This design comes from an exercise in tuning for small area, a short achievable clock period and few clock cycles per item on the open sky130 flow, not from production work.

==> 07-22 <==
// tdes_core
module tdes_core (
  input  wire         clk,
  input  wire         rst,
  input  wire         cmd_valid,
  output wire         cmd_ready,
  input  wire [1:0]   cmd_op,
  input  wire [167:0] cmd_key,
  input  wire [63:0]  cmd_data,
  output reg          out_valid,
  output reg  [63:0]  out_data
);
  function [63:0] des_ip;
    input [63:0] x;
    begin
      des_ip = {
        x[6], x[14], x[22], x[30], x[38], x[46], x[54], x[62],
        x[4], x[12], x[20], x[28], x[36], x[44], x[52], x[60],
        x[2], x[10], x[18], x[26], x[34], x[42], x[50], x[58],
        x[0], x[8], x[16], x[24], x[32], x[40], x[48], x[56],
        x[7], x[15], x[23], x[31], x[39], x[47], x[55], x[63],
        x[5], x[13], x[21], x[29], x[37], x[45], x[53], x[61],
        x[3], x[11], x[19], x[27], x[35], x[43], x[51], x[59],
        x[1], x[9], x[17], x[25], x[33], x[41], x[49], x[57]
      };
    end
  endfunction
  function [63:0] des_fp;
    input [63:0] x;
    begin
      des_fp = {
        x[24], x[56], x[16], x[48], x[8], x[40], x[0], x[32],
        x[25], x[57], x[17], x[49], x[9], x[41], x[1], x[33],
        x[26], x[58], x[18], x[50], x[10], x[42], x[2], x[34],
        x[27], x[59], x[19], x[51], x[11], x[43], x[3], x[35],
        x[28], x[60], x[20], x[52], x[12], x[44], x[4], x[36],
        x[29], x[61], x[21], x[53], x[13], x[45], x[5], x[37],
  ...
Settings: LEC_CHECK=0, ABC_AREA=1, CAP_MARGIN=20, CORE_MARGIN=2, CORE_UTILIZATION=40, CTS_BUF_LIST=sky130_fd_sc_hd__clkbuf_8, SETUP_SLACK_MARGIN=1.3, SLEW_MARGIN=20, TNS_END_PERCENT=10; clock period 5.0 ns.
standard.sh (not shown) runs the stock make flow with config.mk's settings and CLKGATE_MAP_FILE= SYNTH_SCRIPT=/design/flow/synth_recipe.tcl, a recipe that flattens the netlist after the stock synthesis.
==> flow/flow/run.sh <==
#!/bin/bash
# Standard layout, but the port buffers are the smallest buffer cell.
set -euo pipefail
export BUFFER_PORTS_ARGS="-buffer_cell sky130_fd_sc_hd__buf_1"
bash standard.sh finish > standard_flow.log 2>&1
==> inputs of 12-27, as changes to 07-22 <==
--- a/flow/design.v
+++ b/flow/design.v
@@ -108,22 +108,27 @@
     input [3:0] r;
     begin
       shift_two = !(r == 4'd0 || r == 4'd1 || r == 4'd8 || r == 4'd15);
     end
   endfunction
   reg [167:0] key;         
   reg         key_tdes;    
   reg         busy;        
+  reg         ready;       
   reg         op_dec;      
   reg  [1:0]  stage;       
-  reg  [2:0]  pair;        
+  reg  [3:0]  round;       
+  reg         last_r;      
+  reg         one_r;       
+  reg  [1:0]  nx_sel;      
+  reg         nx_dec;      
   reg  [31:0] L, R;        
   reg  [27:0] C, D;        
-  assign cmd_ready = !busy;
+  assign cmd_ready = ready;
   wire accept    = cmd_valid && !busy;
   function [1:0] stage_key;
     input       tdes;
     input       dec;
     input [1:0] stg;
     begin
       if (!tdes)
         stage_key = 2'd0;
@@ -157,85 +162,74 @@
       if (dec)
         stage_cd = pk;
       else
         stage_cd = {rol28(pk[55:28], 1'b0), rol28(pk[27:0], 1'b0)};
     end
   endfunction
   wire        cur_dec    = stage_dec(key_tdes, op_dec, stage);
   wire        last_stage = !key_tdes || stage == 2'd2;
-  wire        last_pair  = pair == 3'd7;
-  wire        in_one  = pair == 3'd0 || pair == 3'd7;
-  wire        out_three = pair == 3'd0 || pair == 3'd3;
-  function [27:0] rot28;
-    input [27:0] x;
-    input        right;
-    input [2:0]  n;
-    begin
-      case ({right, n[1:0]})
-        3'b001:  rot28 = {x[26:0], x[27]};
-        3'b010:  rot28 = {x[25:0], x[27:26]};
-        3'b011:  rot28 = {x[24:0], x[27:25]};
-        3'b000:  rot28 = {x[23:0], x[27:24]};
-        3'b101:  rot28 = {x[0], x[27:1]};
-        3'b110:  rot28 = {x[1:0], x[27:2]};
-        3'b111:  rot28 = {x[2:0], x[27:3]};
-        default: rot28 = {x[3:0], x[27:4]};
-      endcase
-    end
-  endfunction
-  wire [27:0] Cb = rot28(C, cur_dec, in_one ? 3'd1 : 3'd2);
-  wire [27:0] Db = rot28(D, cur_dec, in_one ? 3'd1 : 3'd2);
-  wire [47:0] subkey_a = des_pc2({C, D});
-  wire [47:0] subkey_b = des_pc2({Cb, Db});
-  wire [31:0] fa, fb;
-  wire [31:0] r1       = L ^ fa;
+  wire        last_round = last_r;
+  wire [47:0] subkey = des_pc2({C, D});
+  wire [31:0] fo;
+  des_f u_f (.h(R), .k(subkey), .y(fo));
   wire [63:0] ip   = des_ip(cmd_data);
-  wire        en_l = busy &&  last_pair;
-  wire        en_r = busy && !last_pair;
-  wire [31:0] xl   = !busy ? ip[63:32] : last_pair ? R  : r1;
-  wire [31:0] xr   = !busy ? ip[31:0]  : last_pair ? r1 : R;
-  des_f u_fa (.h(R),  .k(subkey_a), .y(fa));
-  des_f u_fb (.h(r1), .k(subkey_b), .y(fb));
-  wire        ld_dec  = busy ? op_dec : cmd_op[0];
-  wire [1:0]  ld_stg  = busy ? stage + 2'd1 : 2'd0;
-  wire [55:0] cd_load = stage_cd(key, stage_key(key_tdes, ld_dec, ld_stg),
-                                 stage_dec(key_tdes, ld_dec, ld_stg));
+  wire        en_l = busy &&  last_round;
+  wire        en_r = busy && !last_round;
+  wire [31:0] xl   = !busy ? ip[63:32] : last_round ? L : R;
+  wire [31:0] xr   = !busy ? ip[31:0]  : last_round ? R : L;
+  wire        one    = one_r;
+  wire [1:0]  ld_sel  = busy ? nx_sel : stage_key(key_tdes, cmd_op[0], 2'd0);
+  wire        ld_dec  = busy ? nx_dec : cmd_op[0];
+  wire [55:0] cd_load = stage_cd(key, ld_sel, ld_dec);
   always @(*) out_data = des_fp({L, R});
   always @(posedge clk) begin
     if (rst) begin
       busy      <= 1'b0;
+      ready     <= 1'b1;
       out_valid <= 1'b0;
     end else begin
-      out_valid <= busy && last_pair && last_stage;
-      if (!busy)
-        busy <= cmd_valid && !cmd_op[1];
-      else if (last_pair && last_stage)
-        busy <= 1'b0;
+      out_valid <= busy && last_round && last_stage;
+      if (!busy) begin
+        busy  <= cmd_valid && !cmd_op[1];
+        ready <= !(cmd_valid && !cmd_op[1]);
+      end else if (last_round && last_stage) begin
+        busy  <= 1'b0;
+        ready <= 1'b1;
+      end
     end
     if (accept && cmd_op[1]) begin
       key      <= cmd_key;
       key_tdes <= cmd_op[0];
     end
     if (!busy) begin
       op_dec <= cmd_op[0];
       stage  <= 2'd0;
-      pair   <= 3'd0;
+      round  <= 4'd0;
+      last_r <= 1'b0;
+      one_r  <= 1'b1;
+      nx_sel <= stage_key(key_tdes, cmd_op[0], 2'd1);
+      nx_dec <= stage_dec(key_tdes, cmd_op[0], 2'd1);
     end else begin
-      pair <= pair + 3'd1;
-      if (last_pair)
-        stage <= stage + 2'd1;
-    end
-    L <= xl ^ (fb & {32{ en_l}});
-    R <= xr ^ (fb & {32{ en_r}});
-    if (!busy || last_pair)
+      round  <= round + 4'd1;
+      last_r <= round == 4'd14;
+      one_r  <= round == 4'd15 || round == 4'd6 || round == 4'd13;
+      if (last_round) begin
+        stage  <= stage + 2'd1;
+        nx_sel <= stage_key(key_tdes, op_dec, stage + 2'd2);
+        nx_dec <= stage_dec(key_tdes, op_dec, stage + 2'd2);
+      end
+    end
+    L <= xl ^ (fo & {32{ en_l}});
+    R <= xr ^ (fo & {32{ en_r}});
+    if (!busy || last_round)
       {C, D} <= cd_load;
     else begin
-      C <= rot28(C, cur_dec, out_three ? 3'd3 : 3'd4);
-      D <= rot28(D, cur_dec, out_three ? 3'd3 : 3'd4);
+      C <= cur_dec ? ror28(C, !one) : rol28(C, !one);
+      D <= cur_dec ? ror28(D, !one) : rol28(D, !one);
     end
   end
 endmodule
 module des_f (
   input  wire [31:0] h,
   input  wire [47:0] k,
   output wire [31:0] y
 );
- SETUP_SLACK_MARGIN: 1.3 -> 2.7
- TNS_END_PERCENT: 10 -> 5
==> inputs of 04-15, as changes to 07-22 <==
--- a/flow/design.v
+++ b/flow/design.v
@@ -110,17 +110,17 @@
       shift_two = !(r == 4'd0 || r == 4'd1 || r == 4'd8 || r == 4'd15);
     end
   endfunction
   reg [167:0] key;         
   reg         key_tdes;    
   reg         busy;        
   reg         op_dec;      
   reg  [1:0]  stage;       
-  reg  [2:0]  pair;        
+  reg  [3:0]  round;       
   reg  [31:0] L, R;        
   reg  [27:0] C, D;        
   assign cmd_ready = !busy;
   wire accept    = cmd_valid && !busy;
   function [1:0] stage_key;
     input       tdes;
     input       dec;
     input [1:0] stg;
@@ -157,129 +157,74 @@
       if (dec)
         stage_cd = pk;
       else
         stage_cd = {rol28(pk[55:28], 1'b0), rol28(pk[27:0], 1'b0)};
     end
   endfunction
   wire        cur_dec    = stage_dec(key_tdes, op_dec, stage);
   wire        last_stage = !key_tdes || stage == 2'd2;
-  wire        last_pair  = pair == 3'd7;
-  wire        in_one  = pair == 3'd0 || pair == 3'd7;
-  wire        out_three = pair == 3'd0 || pair == 3'd3;
-  function [27:0] rot28;
-    input [27:0] x;
-    input        right;
-    input [2:0]  n;
-    begin
-      case ({right, n[1:0]})
-        3'b001:  rot28 = {x[26:0], x[27]};
-        3'b010:  rot28 = {x[25:0], x[27:26]};
-        3'b011:  rot28 = {x[24:0], x[27:25]};
-        3'b000:  rot28 = {x[23:0], x[27:24]};
-        3'b101:  rot28 = {x[0], x[27:1]};
-        3'b110:  rot28 = {x[1:0], x[27:2]};
-        3'b111:  rot28 = {x[2:0], x[27:3]};
-        default: rot28 = {x[3:0], x[27:4]};
-      endcase
-    end
-  endfunction
-  wire [27:0] Cb = rot28(C, cur_dec, in_one ? 3'd1 : 3'd2);
-  wire [27:0] Db = rot28(D, cur_dec, in_one ? 3'd1 : 3'd2);
-  wire [47:0] subkey_a = des_pc2({C, D});
-  wire [47:0] subkey_b = des_pc2({Cb, Db});
-  wire [31:0] fa, fb;
-  wire [31:0] r1       = L ^ fa;
-  wire [63:0] ip   = des_ip(cmd_data);
-  wire        en_l = busy &&  last_pair;
-  wire        en_r = busy && !last_pair;
-  wire [31:0] xl   = !busy ? ip[63:32] : last_pair ? R  : r1;
-  wire [31:0] xr   = !busy ? ip[31:0]  : last_pair ? r1 : R;
-  des_f u_fa (.h(R),  .k(subkey_a), .y(fa));
-  des_f u_fb (.h(r1), .k(subkey_b), .y(fb));
+  wire        last_round = round == 4'd15;
+  wire [47:0] subkey = des_pc2({C, D});
+  wire [47:0] sx     = des_e(R) ^ subkey;
+  wire [31:0] so;
+  sbg0 u_s0 (.c(sx[47:42]), .y(so[31:28]));
+  sbg1 u_s1 (.c(sx[41:36]), .y(so[27:24]));
+  sbg2 u_s2 (.c(sx[35:30]), .y(so[23:20]));
+  sbg3 u_s3 (.c(sx[29:24]), .y(so[19:16]));
+  sbg4 u_s4 (.c(sx[23:18]), .y(so[15:12]));
+  sbg5 u_s5 (.c(sx[17:12]), .y(so[11:8]));
+  sbg6 u_s6 (.c(sx[11:6]),  .y(so[7:4]));
+  sbg7 u_s7 (.c(sx[5:0]),   .y(so[3:0]));
+  wire [31:0] f      = L ^ des_p(so);
+  wire        one    = round == 4'd0 || round == 4'd7 || round == 4'd14;
+  wire        ld_tdes = key_tdes;
   wire        ld_dec  = busy ? op_dec : cmd_op[0];
   wire [1:0]  ld_stg  = busy ? stage + 2'd1 : 2'd0;
-  wire [55:0] cd_load = stage_cd(key, stage_key(key_tdes, ld_dec, ld_stg),
-                                 stage_dec(key_tdes, ld_dec, ld_stg));
+  wire [55:0] cd_load = stage_cd(key, stage_key(ld_tdes, ld_dec, ld_stg),
+                                 stage_dec(ld_tdes, ld_dec, ld_stg));
   always @(*) out_data = des_fp({L, R});
   always @(posedge clk) begin
     if (rst) begin
       busy      <= 1'b0;
       out_valid <= 1'b0;
     end else begin
-      out_valid <= busy && last_pair && last_stage;
+      out_valid <= busy && last_round && last_stage;
       if (!busy)
         busy <= cmd_valid && !cmd_op[1];
-      else if (last_pair && last_stage)
+      else if (last_round && last_stage)
         busy <= 1'b0;
     end
     if (accept && cmd_op[1]) begin
       key      <= cmd_key;
       key_tdes <= cmd_op[0];
     end
     if (!busy) begin
       op_dec <= cmd_op[0];
       stage  <= 2'd0;
-      pair   <= 3'd0;
+      round  <= 4'd0;
+      {L, R} <= des_ip(cmd_data);
     end else begin
-      pair <= pair + 3'd1;
-      if (last_pair)
+      round <= round + 4'd1;
+      if (last_round) begin
+        L     <= f;
         stage <= stage + 2'd1;
+      end else begin
+        L <= R;
+        R <= f;
+      end
     end
-    L <= xl ^ (fb & {32{ en_l}});
-    R <= xr ^ (fb & {32{ en_r}});
-    if (!busy || last_pair)
+    if (!busy || last_round)
       {C, D} <= cd_load;
     else begin
-      C <= rot28(C, cur_dec, out_three ? 3'd3 : 3'd4);
-      D <= rot28(D, cur_dec, out_three ? 3'd3 : 3'd4);
+      C <= cur_dec ? ror28(C, !one) : rol28(C, !one);
+      D <= cur_dec ? ror28(D, !one) : rol28(D, !one);
     end
   end
 endmodule
-module des_f (
-  input  wire [31:0] h,
-  input  wire [47:0] k,
-  output wire [31:0] y
-);
-  function [47:0] des_e;
-    input [31:0] x;
-    begin
-      des_e = {
-        x[0], x[31], x[30], x[29], x[28], x[27], x[28], x[27],
-        x[26], x[25], x[24], x[23], x[24], x[23], x[22], x[21],
-        x[20], x[19], x[20], x[19], x[18], x[17], x[16], x[15],
-        x[16], x[15], x[14], x[13], x[12], x[11], x[12], x[11],
-        x[10], x[9], x[8], x[7], x[8], x[7], x[6], x[5],
-        x[4], x[3], x[4], x[3], x[2], x[1], x[0], x[31]
-      };
-    end
-  endfunction
-  function [31:0] des_p;
-    input [31:0] x;
-    begin
-      des_p = {
-        x[16], x[25], x[12], x[11], x[3], x[20], x[4], x[15],
-        x[31], x[17], x[9], x[6], x[27], x[14], x[1], x[22],
-        x[30], x[24], x[8], x[18], x[0], x[5], x[29], x[23],
-        x[13], x[19], x[2], x[26], x[10], x[21], x[28], x[7]
-      };
-    end
-  endfunction
-  wire [47:0] x = des_e(h) ^ k;
-  wire [31:0] s;
-  sbg0 u_s0 (.c(x[47:42]), .y(s[31:28]));
-  sbg1 u_s1 (.c(x[41:36]), .y(s[27:24]));
-  sbg2 u_s2 (.c(x[35:30]), .y(s[23:20]));
-  sbg3 u_s3 (.c(x[29:24]), .y(s[19:16]));
-  sbg4 u_s4 (.c(x[23:18]), .y(s[15:12]));
-  sbg5 u_s5 (.c(x[17:12]), .y(s[11:8]));
-  sbg6 u_s6 (.c(x[11:6]),  .y(s[7:4]));
-  sbg7 u_s7 (.c(x[5:0]),   .y(s[3:0]));
-  assign y = des_p(s);
-endmodule
 module sbg0(c, y);
   input [5:0] c;
   wire [5:0] c;
   output [3:0] y;
   wire [3:0] y;
   wire _000_;
   wire _001_;
   wire _002_;
==> flow/run.sh (new file) <==
#!/bin/bash
# synth_recipe.tcl (not shown) runs the flow's synth.tcl, then flattens the netlist and writes it again
# the make line also repeats each setting of config.mk as NAME=value (left out here)
make -C /OpenROAD-flow-scripts/flow DESIGN_CONFIG=/design/flow/config.mk WORK_HOME=/design/flow/orfs CLKGATE_MAP_FILE= SYNTH_SCRIPT=/design/flow/synth_recipe.tcl finish
- ABC_AREA: 1 -> default
- CTS_BUF_LIST: sky130_fd_sc_hd__clkbuf_8 -> default
- SETUP_SLACK_MARGIN: 1.3 -> 2.5
- TNS_END_PERCENT: 10 -> default
removed: flow/flow/run.sh
removed: flow/standard.sh
==> comparison table <==
quantity	04-15	12-27	07-22
Setup Slack @ Placement	1.55 ns	1.54 ns	0.519 ns
Worst EP required	5.33 ns	4.00 ns	5.57 ns
Detail-routed net length per standard cell	23.6 um	18.7 um	19.7 um
Sequential share of cell area	28.1%	35.2%	24.7%
Detailed route wirelength on metal3	5.56 mm	4.21 mm	7.83 mm
PostCTS Resize Cnt	383	131	264
Number of vias per cell after detailed routing	6.05	5.45	5.58
Slew at the pin with the worst max-slew slack	0.929 ns	0.939 ns	1.06 ns
Worst reg-to-reg path cell count	12	18	22
Worst hold path cell count	1	2	1
Total Die Area	43900 sq um	43100 sq um	59200 sq um
Count of placed standard cells including taps	2335	2862	4349
Post-route standard cell area excluding fillers	26200 sq um	20800 sq um	29000 sq um
Distinct cell type count of the synthesized netlist	83	49	58
Slew HR	37.9%	37.4%	28.7%
Count of inverters not on the clock network in the layout	41	240	383
Maximum number of pins on one net before global-route repair	84	149	85
GRT Util Overall	26.9%	25.4%	28.8%
Share of the yosys chip area belonging to registers	43.4%	43.3%	30.6%
Critical Setup Path Class	flop to flop	flop to primary output	flop to flop
Share of cells above drive strength 1	36.9%	16.0%	21.5%
Layout sequential cell count	277	283	276
Run status	complete, no violations	complete, no violations	complete, no violations
Diode insertion count for antenna repair	1	0	0
Function was not checked in any run of this note: the RTL went through the layout flow alone.

==> afterwards: timing with drivers on the ports <==
Ports are ideal in the flow. The routed layouts listed here were re-timed in OpenROAD.
Step 1 sets driving cells, clkbuf_16 on the clock port and buf_2 on the other inputs (assumed; they add their load-dependent delay and slew).
Step 2, shift: input delay + t, output delay - t, t = (earliest + latest rising clock arrival at the registers) / 2. This alone moves slack from input paths to output paths.
Slacks: ideal ports / drivers / drivers and shift; pairs: ideal ports / drivers.
| run | shift t [ns] | slack for setup (ns) | worst setup path after step 2 |
|---|---|---|---|
| 07-22 | 0.711 | 1.219 / 1.219 / 1.219 | register to register |
| 12-27 | 0.682 | 2.614 / 2.563 / 1.986 | input to register |
| 04-15 | 0.625 | 2.149 / 2.149 / 2.008 | input to register |
After both steps every run listed still meets setup and hold. The setup slack of 12-27, which loses most, moves by -0.051 ns with the drivers and by -0.628 ns with both steps.
